Background: an optimization exercise with open tools, aiming at small area, a short achievable clock period and few clock cycles. Do not read the settings as production practice. Function was checked by simulation only, so behaviour that the tests miss may differ from the original. Power and IR drop assume default switching activity.

==> inputs of build 4 <==
## tsd_core
module tsd_core #(
    parameter MEM_LIMIT = 32,           
    parameter INIT_CAPACITY = 4         
) (
    input  wire        clk,
    input  wire        rst,             
    input  wire        cmd_valid,
    output wire        cmd_ready,
    input  wire [31:0] cmd_data,
    output wire        rsp_valid,
    input  wire        rsp_ready,
    output wire [31:0] rsp_data,
    output wire        rsp_last,
    output wire        halted,
    output wire [31:0] halt_word
);
clock: 12.0 ns
lec_check: 0
cap_margin: 20
core_margin: 2
core_utilization: 40
slew_margin: 20
standard.sh (not shown) runs the stock make flow with config.mk's settings and CLKGATE_MAP_FILE= SYNTH_SCRIPT=/design/flow/synth_recipe.tcl, a recipe that flattens the netlist after the stock synthesis.
==> flow/flow/run.sh <==
#!/bin/bash
set -euo pipefail
bash standard.sh SETUP_SLACK_MARGIN=8 TNS_END_PERCENT=30 finish > standard_flow.log 2>&1
==> build 56: changes against build 4 <==
--- a/flow/design.v
+++ b/flow/design.v
@@ -41,22 +41,14 @@
                 else
                     c = {c[6:0], 1'b0};
                 b = b >> 1;
             end
             crc8_byte = c;
         end
     endfunction
-    function [4:0] first_one(input [31:0] v);
-        integer k;
-        begin
-            first_one = 5'd0;
-            for (k = 31; k >= 0; k = k - 1)
-                if (v[k]) first_one = k[4:0];
-        end
-    endfunction
     reg        r_v;
     reg [31:0] r_d;
     reg        r_ill;       
     reg        r_zero;      
     reg        r_bad;       
     reg        r_badunit;   
     reg        r_fnorm;
@@ -143,16 +135,14 @@
     reg        halt_r;
     reg [1:0]  fcode;
     reg [31:0] bp [0:1];                
     reg        bp_busy [0:1];
     reg        bp_wsel, bp_rsel;        
     localparam WD = 4, WB = 2;
     reg        w_val  [0:WD-1];
-    reg        w_fail [0:WD-1];
-    reg        w_more [0:WD-1];
     reg [2:0]  w_kind [0:WD-1];
     reg [14:0] w_q    [0:WD-1];
     reg [7:0]  w_c    [0:WD-1];
     reg [WB-1:0] w_head, w_tail;
     reg [2:0]  w_cnt;
     reg        w_full;
     reg [2:0]  a_kind;
@@ -178,15 +168,14 @@
     assign h_is_FEMPTY = r_oh[10];
     assign h_is_CRC8 = r_oh[11];
     assign h_is_MKRD = r_oh[12];
     assign h_is_MKWR = r_oh[13];
     assign h_is_PARSE = r_oh[14];
     reg         c_push, c_crc, c_mkwr, c_parse, c_ffind, c_fpopu, c_fpullu;
     reg         k_pushnf, k_bpnf, k_fault;    
-    wire        r_last  = st_ops ? ops_one : r_zero;
     wire [5:0]  cap_div5, cap_cl;
     assign cap_div5[0] = (cap == 6'd5) || (cap == 6'd6) || (cap == 6'd7) || (cap == 6'd8) || (cap == 6'd9) || (cap == 6'd15) || (cap == 6'd16) || (cap == 6'd17) || (cap == 6'd18) || (cap == 6'd19) || (cap == 6'd25) || (cap == 6'd26) || (cap == 6'd27) || (cap == 6'd28) || (cap == 6'd29);
     assign cap_div5[1] = (cap == 6'd10) || (cap == 6'd11) || (cap == 6'd12) || (cap == 6'd13) || (cap == 6'd14) || (cap == 6'd15) || (cap == 6'd16) || (cap == 6'd17) || (cap == 6'd18) || (cap == 6'd19) || (cap == 6'd30) || (cap == 6'd31) || (cap == 6'd32);
     assign cap_div5[2] = (cap == 6'd20) || (cap == 6'd21) || (cap == 6'd22) || (cap == 6'd23) || (cap == 6'd24) || (cap == 6'd25) || (cap == 6'd26) || (cap == 6'd27) || (cap == 6'd28) || (cap == 6'd29) || (cap == 6'd30) || (cap == 6'd31) || (cap == 6'd32);
     assign cap_div5[3] = 1'b0;
     assign cap_div5[4] = 1'b0;
     assign cap_div5[5] = 1'b0;
@@ -224,15 +213,14 @@
     wire [5:0]  cap_norm = cap + cap_div5;
     wire [5:0]  grow_cap = (h_n6 > cap_div5) ? cap_n : cap_norm;
     wire [5:0]  live_n   = live_n7[5:0];
     wire        h_push   = h_is_FPUSH || h_is_FPUSHN;
     wire        push_alloc_bad = !push_tail && !push_compact && grow_bad;
     wire [5:0]  lt_app   = lt + h_n6;
     assign      norm_cmp = sz <= cap_cl;
-    wire [31:0] ge_ph  = ~th_ph;
     wire [63:0] s_vec  = {r_eq, r_eqhi};
     reg  [5:0]  s_idx;
     integer si;
     always @(*) begin
         s_idx = 6'd0;
         for (si = 63; si >= 0; si = si - 1)
             if (s_vec[si]) s_idx = si[5:0];
@@ -250,38 +238,37 @@
     wire [7:0]  f_2    = crc8_byte(f_1, f_b1);
     wire [7:0]  f_3    = crc8_byte(f_2, f_b2);
     wire [7:0]  f_4    = crc8_byte(f_3, f_b3);
     wire [7:0]  crc_w  = !(c_crc && ops_one) ? f_4 :
                          (c_nmod == 2'd0)     ? f_3 :
                          (c_nmod == 2'd3)     ? f_2 :
                          (c_nmod == 2'd2)     ? f_1 : crc_acc;
-    reg        nd_v, nd_fail, nd_more;
+    reg        nd_v, nd_fail;
     reg [2:0]  nd_kind;
     reg [14:0] nd_q;
     reg [7:0]  nd_c;
     always @(*) begin
         nd_v    = 1'b0;
         nd_fail = 1'b0;
         nd_kind = K_CODE;
         nd_q    = 15'd0;
         nd_c    = 8'd0;
-        nd_more = 1'b1;
         if (eng && !r_fault_last) begin
             if (!st_ops) begin
                 case (1'b1)
                 h_is_FPUSH, h_is_FPUSHN: if (h_n6 == 6'd0 && !h_nbig) begin
                     nd_v = 1'b1; nd_kind = K_C8;
                 end
                 h_is_FPOP: begin
-                    nd_v = 1'b1; nd_fail = ({10'd0, sz} < h_imm); nd_more = 1'b0;
+                    nd_v = 1'b1; nd_fail = ({10'd0, sz} < h_imm); nd_c = {7'd0, nd_fail};
                 end
                 h_is_FPULL: begin
                     nd_v = 1'b1;
-                    if ({9'd0, sz} < {1'b0, h_imm[14:0]}) begin nd_fail = 1'b1; nd_more = 1'b0; end
-                    else begin nd_kind = K_PULL; nd_q = {4'd0, ph, h_imm[5:0]}; nd_more = (h_imm[5:0] != 6'd0); end
+                    if ({9'd0, sz} < {1'b0, h_imm[14:0]}) begin nd_fail = 1'b1; nd_c = 8'd1; end
+                    else begin nd_kind = K_PULL; nd_q = {4'd0, ph, h_imm[5:0]}; end
                 end
                 h_is_FNORM: begin
                     nd_v = 1'b1; nd_kind = K_C8;
                     nd_c = {7'd0, !lh_zero && !norm_cmp};
                 end
                 h_is_FSIZE:  begin nd_v = 1'b1; nd_kind = K_C8; nd_c = {2'd0, sz}; end
                 h_is_FCAP:   begin nd_v = 1'b1; nd_kind = K_C8; nd_c = {2'd0, cap}; end
@@ -298,31 +285,33 @@
                     nd_v = 1'b1; nd_kind = K_MKWR; nd_q = ops_left[14:0]; nd_c = f_4;
                 end else if (c_parse) begin
                     nd_v = 1'b1; nd_kind = K_PARSE; nd_c = {7'd0, f_3 == r_d[7:0]};
                 end else if (c_ffind) begin
                     nd_v = 1'b1; nd_kind = s_hit ? K_FIND : K_C8; nd_c = {2'd0, sz};
                     nd_q = {4'd0, ph, 1'b0, s_pos};
                 end else if (c_fpopu) begin
-                    nd_v = 1'b1; nd_fail = !s_hit; nd_more = 1'b0;
+                    nd_v = 1'b1; nd_fail = !s_hit; nd_c = {7'd0, !s_hit};
                 end else begin                                 
                     nd_v = 1'b1;
-                    if (!s_hit) begin nd_fail = 1'b1; nd_more = 1'b0; end
+                    if (!s_hit) begin nd_fail = 1'b1; nd_c = 8'd1; end
                     else begin nd_kind = K_PULLU; nd_q = {4'd0, ph, 1'b0, s_pos}; end
                 end
             end
         end
     end
     wire        adv     = !ob_v || rsp_ready;
     wire        from_w  = adv && !a_more && w_val[w_head];
-    wire        l_fail = w_fail[w_head];
-    wire [2:0]  l_kind = w_kind[w_head];
-    wire [14:0] l_q    = w_q[w_head];
-    wire [7:0]  l_c    = w_c[w_head];
+    wire        bypass  = adv && !a_more && !w_val[w_head] && nd_v;    
+    wire        w_push  = nd_v && !bypass;
+    wire [2:0]  l_kind = from_w ? w_kind[w_head] : nd_kind;
+    wire [14:0] l_q    = from_w ? w_q[w_head]    : nd_q;
+    wire [7:0]  l_c    = from_w ? w_c[w_head]    : nd_c;
+    wire        l_fail = (l_kind == K_CODE) && l_c[0];    
     wire        l_w1   = (l_kind != K_CODE) && (l_kind != K_PULL);
-    wire        l_more = w_more[w_head];
+    wire        l_more = (l_kind != K_CODE) && !(l_kind == K_PULL && l_q[5:0] == 6'd0);
     wire [4:0]  l_koff = l_q[4:0] - l_q[10:6];
     wire [5:0]  l_kcnt = {1'b0, l_koff} + 6'd1;       
     wire [4:0]  a_ptr = a_q[10:6];
     wire [5:0]  a_cnt = a_q[5:0];
     reg  [31:0] a_word;
     reg         a_wlast;
     always @(*) begin
@@ -360,19 +349,17 @@
     assign halted    = halt_r;
     assign halt_word = {halt_r ? 8'hEE : 8'h00,
                         halt_r ? c_opc : 8'h00,
                         halt_r ? c_unit : 8'h00,
                         6'd0, fcode};
     always @(posedge clk) begin
         if (nd_v) begin
-            w_fail[w_tail] <= nd_fail;
-            w_more[w_tail] <= nd_more;
             w_kind[w_tail] <= nd_kind;
             w_q[w_tail]    <= nd_q;
-            w_c[w_tail]    <= nd_c;
+            w_c[w_tail]    <= nd_c;       
         end
     end
     always @(posedge clk) begin
         norm_fail <= norm_fail_c;
         if (rst)
             fn_wait <= 1'b0;
         else
@@ -582,26 +569,26 @@
             ob_last <= 1'b0;
             a_more <= 1'b0;
             a_w1   <= 1'b0;
             a_w2   <= 1'b0;
             danger <= 1'b0;
         end else begin
             danger <= danger_next;
-            if (nd_v) begin
+            if (w_push) begin
                 w_val[w_tail] <= 1'b1;
                 w_tail        <= (w_tail == WD - 1) ? {WB{1'b0}} : w_tail + 1'b1;
             end
             if (from_w) begin
                 w_val[w_head] <= 1'b0;
                 w_head        <= (w_head == WD - 1) ? {WB{1'b0}} : w_head + 1'b1;
             end
-            if (nd_v && !from_w) begin
+            if (w_push && !from_w) begin
                 w_cnt  <= w_cnt + 3'd1;
                 w_full <= (w_cnt == WD - 1);
-            end else if (!nd_v && from_w) begin
+            end else if (!w_push && from_w) begin
                 w_cnt  <= w_cnt - 3'd1;
                 w_full <= 1'b0;
             end
             if (adv) begin
                 if (a_more) begin
                     ob      <= a_word;
                     ob_last <= a_wlast;
@@ -613,15 +600,15 @@
                         a_w2   <= 1'b0;
                         a_more <= 1'b0;
                     end else begin
                         a_q[10:6] <= a_ptr + 5'd1;
                         a_q[5:0]  <= a_cnt - 6'd1;
                         a_more    <= !a_wlast;
                     end
-                end else if (from_w) begin
+                end else if (from_w || bypass) begin
                     ob      <= {31'd0, l_fail};
                     ob_last <= !l_more;
                     ob_v    <= 1'b1;
                     a_kind  <= l_kind;
                     a_q     <= (l_kind == K_PULLU) ? {l_q[14:6], l_kcnt} : l_q;
                     a_c     <= l_c;
                     a_more  <= l_more;
CAP_MARGIN = 30   (was 20)
SLEW_MARGIN = 30   (was 20)
==> trial 58: changes against build 4 <==
--- a/flow/design.v
+++ b/flow/design.v
@@ -41,22 +41,14 @@
                 else
                     c = {c[6:0], 1'b0};
                 b = b >> 1;
             end
             crc8_byte = c;
         end
     endfunction
-    function [4:0] first_one(input [31:0] v);
-        integer k;
-        begin
-            first_one = 5'd0;
-            for (k = 31; k >= 0; k = k - 1)
-                if (v[k]) first_one = k[4:0];
-        end
-    endfunction
     reg        r_v;
     reg [31:0] r_d;
     reg        r_ill;       
     reg        r_zero;      
     reg        r_bad;       
     reg        r_badunit;   
     reg        r_fnorm;
@@ -143,16 +135,14 @@
     reg        halt_r;
     reg [1:0]  fcode;
     reg [31:0] bp [0:1];                
     reg        bp_busy [0:1];
     reg        bp_wsel, bp_rsel;        
     localparam WD = 4, WB = 2;
     reg        w_val  [0:WD-1];
-    reg        w_fail [0:WD-1];
-    reg        w_more [0:WD-1];
     reg [2:0]  w_kind [0:WD-1];
     reg [14:0] w_q    [0:WD-1];
     reg [7:0]  w_c    [0:WD-1];
     reg [WB-1:0] w_head, w_tail;
     reg [2:0]  w_cnt;
     reg        w_full;
     reg [2:0]  a_kind;
@@ -178,15 +168,14 @@
     assign h_is_FEMPTY = r_oh[10];
     assign h_is_CRC8 = r_oh[11];
     assign h_is_MKRD = r_oh[12];
     assign h_is_MKWR = r_oh[13];
     assign h_is_PARSE = r_oh[14];
     reg         c_push, c_crc, c_mkwr, c_parse, c_ffind, c_fpopu, c_fpullu;
     reg         k_pushnf, k_bpnf, k_fault;    
-    wire        r_last  = st_ops ? ops_one : r_zero;
     wire [5:0]  cap_div5, cap_cl;
     assign cap_div5[0] = (cap == 6'd5) || (cap == 6'd6) || (cap == 6'd7) || (cap == 6'd8) || (cap == 6'd9) || (cap == 6'd15) || (cap == 6'd16) || (cap == 6'd17) || (cap == 6'd18) || (cap == 6'd19) || (cap == 6'd25) || (cap == 6'd26) || (cap == 6'd27) || (cap == 6'd28) || (cap == 6'd29);
     assign cap_div5[1] = (cap == 6'd10) || (cap == 6'd11) || (cap == 6'd12) || (cap == 6'd13) || (cap == 6'd14) || (cap == 6'd15) || (cap == 6'd16) || (cap == 6'd17) || (cap == 6'd18) || (cap == 6'd19) || (cap == 6'd30) || (cap == 6'd31) || (cap == 6'd32);
     assign cap_div5[2] = (cap == 6'd20) || (cap == 6'd21) || (cap == 6'd22) || (cap == 6'd23) || (cap == 6'd24) || (cap == 6'd25) || (cap == 6'd26) || (cap == 6'd27) || (cap == 6'd28) || (cap == 6'd29) || (cap == 6'd30) || (cap == 6'd31) || (cap == 6'd32);
     assign cap_div5[3] = 1'b0;
     assign cap_div5[4] = 1'b0;
     assign cap_div5[5] = 1'b0;
@@ -224,15 +213,14 @@
     wire [5:0]  cap_norm = cap + cap_div5;
     wire [5:0]  grow_cap = (h_n6 > cap_div5) ? cap_n : cap_norm;
     wire [5:0]  live_n   = live_n7[5:0];
     wire        h_push   = h_is_FPUSH || h_is_FPUSHN;
     wire        push_alloc_bad = !push_tail && !push_compact && grow_bad;
     wire [5:0]  lt_app   = lt + h_n6;
     assign      norm_cmp = sz <= cap_cl;
-    wire [31:0] ge_ph  = ~th_ph;
     wire [63:0] s_vec  = {r_eq, r_eqhi};
     reg  [5:0]  s_idx;
     integer si;
     always @(*) begin
         s_idx = 6'd0;
         for (si = 63; si >= 0; si = si - 1)
             if (s_vec[si]) s_idx = si[5:0];
@@ -250,38 +238,37 @@
     wire [7:0]  f_2    = crc8_byte(f_1, f_b1);
     wire [7:0]  f_3    = crc8_byte(f_2, f_b2);
     wire [7:0]  f_4    = crc8_byte(f_3, f_b3);
     wire [7:0]  crc_w  = !(c_crc && ops_one) ? f_4 :
                          (c_nmod == 2'd0)     ? f_3 :
                          (c_nmod == 2'd3)     ? f_2 :
                          (c_nmod == 2'd2)     ? f_1 : crc_acc;
-    reg        nd_v, nd_fail, nd_more;
+    reg        nd_v, nd_fail;
     reg [2:0]  nd_kind;
     reg [14:0] nd_q;
     reg [7:0]  nd_c;
     always @(*) begin
         nd_v    = 1'b0;
         nd_fail = 1'b0;
         nd_kind = K_CODE;
         nd_q    = 15'd0;
         nd_c    = 8'd0;
-        nd_more = 1'b1;
         if (eng && !r_fault_last) begin
             if (!st_ops) begin
                 case (1'b1)
                 h_is_FPUSH, h_is_FPUSHN: if (h_n6 == 6'd0 && !h_nbig) begin
                     nd_v = 1'b1; nd_kind = K_C8;
                 end
                 h_is_FPOP: begin
-                    nd_v = 1'b1; nd_fail = ({10'd0, sz} < h_imm); nd_more = 1'b0;
+                    nd_v = 1'b1; nd_fail = ({10'd0, sz} < h_imm); nd_c = {7'd0, nd_fail};
                 end
                 h_is_FPULL: begin
                     nd_v = 1'b1;
-                    if ({9'd0, sz} < {1'b0, h_imm[14:0]}) begin nd_fail = 1'b1; nd_more = 1'b0; end
-                    else begin nd_kind = K_PULL; nd_q = {4'd0, ph, h_imm[5:0]}; nd_more = (h_imm[5:0] != 6'd0); end
+                    if ({9'd0, sz} < {1'b0, h_imm[14:0]}) begin nd_fail = 1'b1; nd_c = 8'd1; end
+                    else begin nd_kind = K_PULL; nd_q = {4'd0, ph, h_imm[5:0]}; end
                 end
                 h_is_FNORM: begin
                     nd_v = 1'b1; nd_kind = K_C8;
                     nd_c = {7'd0, !lh_zero && !norm_cmp};
                 end
                 h_is_FSIZE:  begin nd_v = 1'b1; nd_kind = K_C8; nd_c = {2'd0, sz}; end
                 h_is_FCAP:   begin nd_v = 1'b1; nd_kind = K_C8; nd_c = {2'd0, cap}; end
@@ -298,31 +285,31 @@
                     nd_v = 1'b1; nd_kind = K_MKWR; nd_q = ops_left[14:0]; nd_c = f_4;
                 end else if (c_parse) begin
                     nd_v = 1'b1; nd_kind = K_PARSE; nd_c = {7'd0, f_3 == r_d[7:0]};
                 end else if (c_ffind) begin
                     nd_v = 1'b1; nd_kind = s_hit ? K_FIND : K_C8; nd_c = {2'd0, sz};
                     nd_q = {4'd0, ph, 1'b0, s_pos};
                 end else if (c_fpopu) begin
-                    nd_v = 1'b1; nd_fail = !s_hit; nd_more = 1'b0;
+                    nd_v = 1'b1; nd_fail = !s_hit; nd_c = {7'd0, !s_hit};
                 end else begin                                 
                     nd_v = 1'b1;
-                    if (!s_hit) begin nd_fail = 1'b1; nd_more = 1'b0; end
+                    if (!s_hit) begin nd_fail = 1'b1; nd_c = 8'd1; end
                     else begin nd_kind = K_PULLU; nd_q = {4'd0, ph, 1'b0, s_pos}; end
                 end
             end
         end
     end
     wire        adv     = !ob_v || rsp_ready;
     wire        from_w  = adv && !a_more && w_val[w_head];
-    wire        l_fail = w_fail[w_head];
     wire [2:0]  l_kind = w_kind[w_head];
     wire [14:0] l_q    = w_q[w_head];
     wire [7:0]  l_c    = w_c[w_head];
+    wire        l_fail = (l_kind == K_CODE) && l_c[0];    
     wire        l_w1   = (l_kind != K_CODE) && (l_kind != K_PULL);
-    wire        l_more = w_more[w_head];
+    wire        l_more = (l_kind != K_CODE) && !(l_kind == K_PULL && l_q[5:0] == 6'd0);
     wire [4:0]  l_koff = l_q[4:0] - l_q[10:6];
     wire [5:0]  l_kcnt = {1'b0, l_koff} + 6'd1;       
     wire [4:0]  a_ptr = a_q[10:6];
     wire [5:0]  a_cnt = a_q[5:0];
     reg  [31:0] a_word;
     reg         a_wlast;
     always @(*) begin
@@ -360,19 +347,17 @@
     assign halted    = halt_r;
     assign halt_word = {halt_r ? 8'hEE : 8'h00,
                         halt_r ? c_opc : 8'h00,
                         halt_r ? c_unit : 8'h00,
                         6'd0, fcode};
     always @(posedge clk) begin
         if (nd_v) begin
-            w_fail[w_tail] <= nd_fail;
-            w_more[w_tail] <= nd_more;
             w_kind[w_tail] <= nd_kind;
             w_q[w_tail]    <= nd_q;
-            w_c[w_tail]    <= nd_c;
+            w_c[w_tail]    <= nd_c;       
         end
     end
     always @(posedge clk) begin
         norm_fail <= norm_fail_c;
         if (rst)
             fn_wait <= 1'b0;
         else
CAP_MARGIN = 30   (was 20)
CTS_CLUSTER_DIAMETER = 160   (was default)
CTS_CLUSTER_SIZE = 24   (was default)
SLEW_MARGIN = 30   (was 20)
==> summary.txt <==
metric	build 56	build 4	trial 58
Run status	timing/DRC/antenna clean	finished with violations	timing/DRC/antenna clean
Violated checks	-	max-capacitance violations, max-slew violations	-
Worst setup slack after placement	5930 ps	6065 ps	6158 ps
Final Critical Period	4699 ps	4510 ps	4560 ps
Peak supply drop	0.2191 mV	0.1652 mV	0.1552 mV
Xor and xnor area share after synthesis	0.1442	0.1443	0.1443
Data required time of the worst path	12530 ps	9600 ps	9600 ps
Standby leakage power	0.03268 uW	0.03123 uW	0.03109 uW
Power density cells	152.8 mW/mm^2	147.6 mW/mm^2	132.4 mW/mm^2
Data-path buffer share of cell area in the final layout	0.05903	0.04626	0.07626
Reg2reg end	a_q[4]	lt[1]	w_c[0][0]
Number of nets in the finished design	6354	6244	6316
Worst-margin pin slew	1119 ps	1758 ps	1053 ps
Routed via count divided by cell count	6.332	6.405	6.482
Post-CTS sizing	447	371	340
Die extent in y	452.8 um	451.8 um	450.6 um
Critical Path End	a_q[4]	cmd_ready	cmd_ready
Clock network contribution to total cell area	0.05578	0.05820	0.02171
Worst skew pair latency	880 ps	870 ps	770 ps
Met3 track demand over resource	0.07262	0.07214	0.07800
End of the worst hold path	c_fpopu	c_ffind	c_ffind
Final period util	0.3915	0.3759	0.3800
Worst hold slack across all endpoints	423.4 ps	425.3 ps	432.1 ps
WP buf/inv	2	1	1
Sequential logic power	5990 uW	6040 uW	6000 uW
Number of global-route vias before repair	54420	54110	52700
1st-pass router iterations	6	8	6
Testbench counts of build 4, summed over its fixed seeds: cycles 9,175.
Testbench counts of build 56, summed over its fixed seeds: cycles 9,097.
Testbench counts of trial 58, summed over its fixed seeds: cycles 9,175.

==> separate check: timing with driven ports <==
The results above use ideal ports. As a check the final layouts listed here were re-extracted and re-timed, cells and wires unchanged. Step 1 (the two cells are an assumption about what drives the block):
set clk [get_ports {clk}]
set_driving_cell -lib_cell sky130_fd_sc_hd__clkbuf_16 $clk
set_driving_cell -lib_cell sky130_fd_sc_hd__buf_2 [delete_from_list [all_inputs] $clk]
Step 2 times the ports against the registers' clock, not the clock port: input delays grow and output delays shrink by t, the midpoint of the rising clock arrivals with the driver on. Three values: ideal, step 1, step 2; two values: the first two.
run	t, ns	setup slack, ns	worst setup path after step 2	cell pins on the clock port's net
build 4	0.931	7.490 / 7.404 / 6.923	input to register	1
build 56	0.919	7.301 / 7.301 / 6.634	input to register	1
trial 58	0.835	7.440 / 7.348 / 7.071	input to register	1
The setup slack of build 56, which loses most, moves by 0.000 ns with the drivers and by -0.667 ns with both steps.
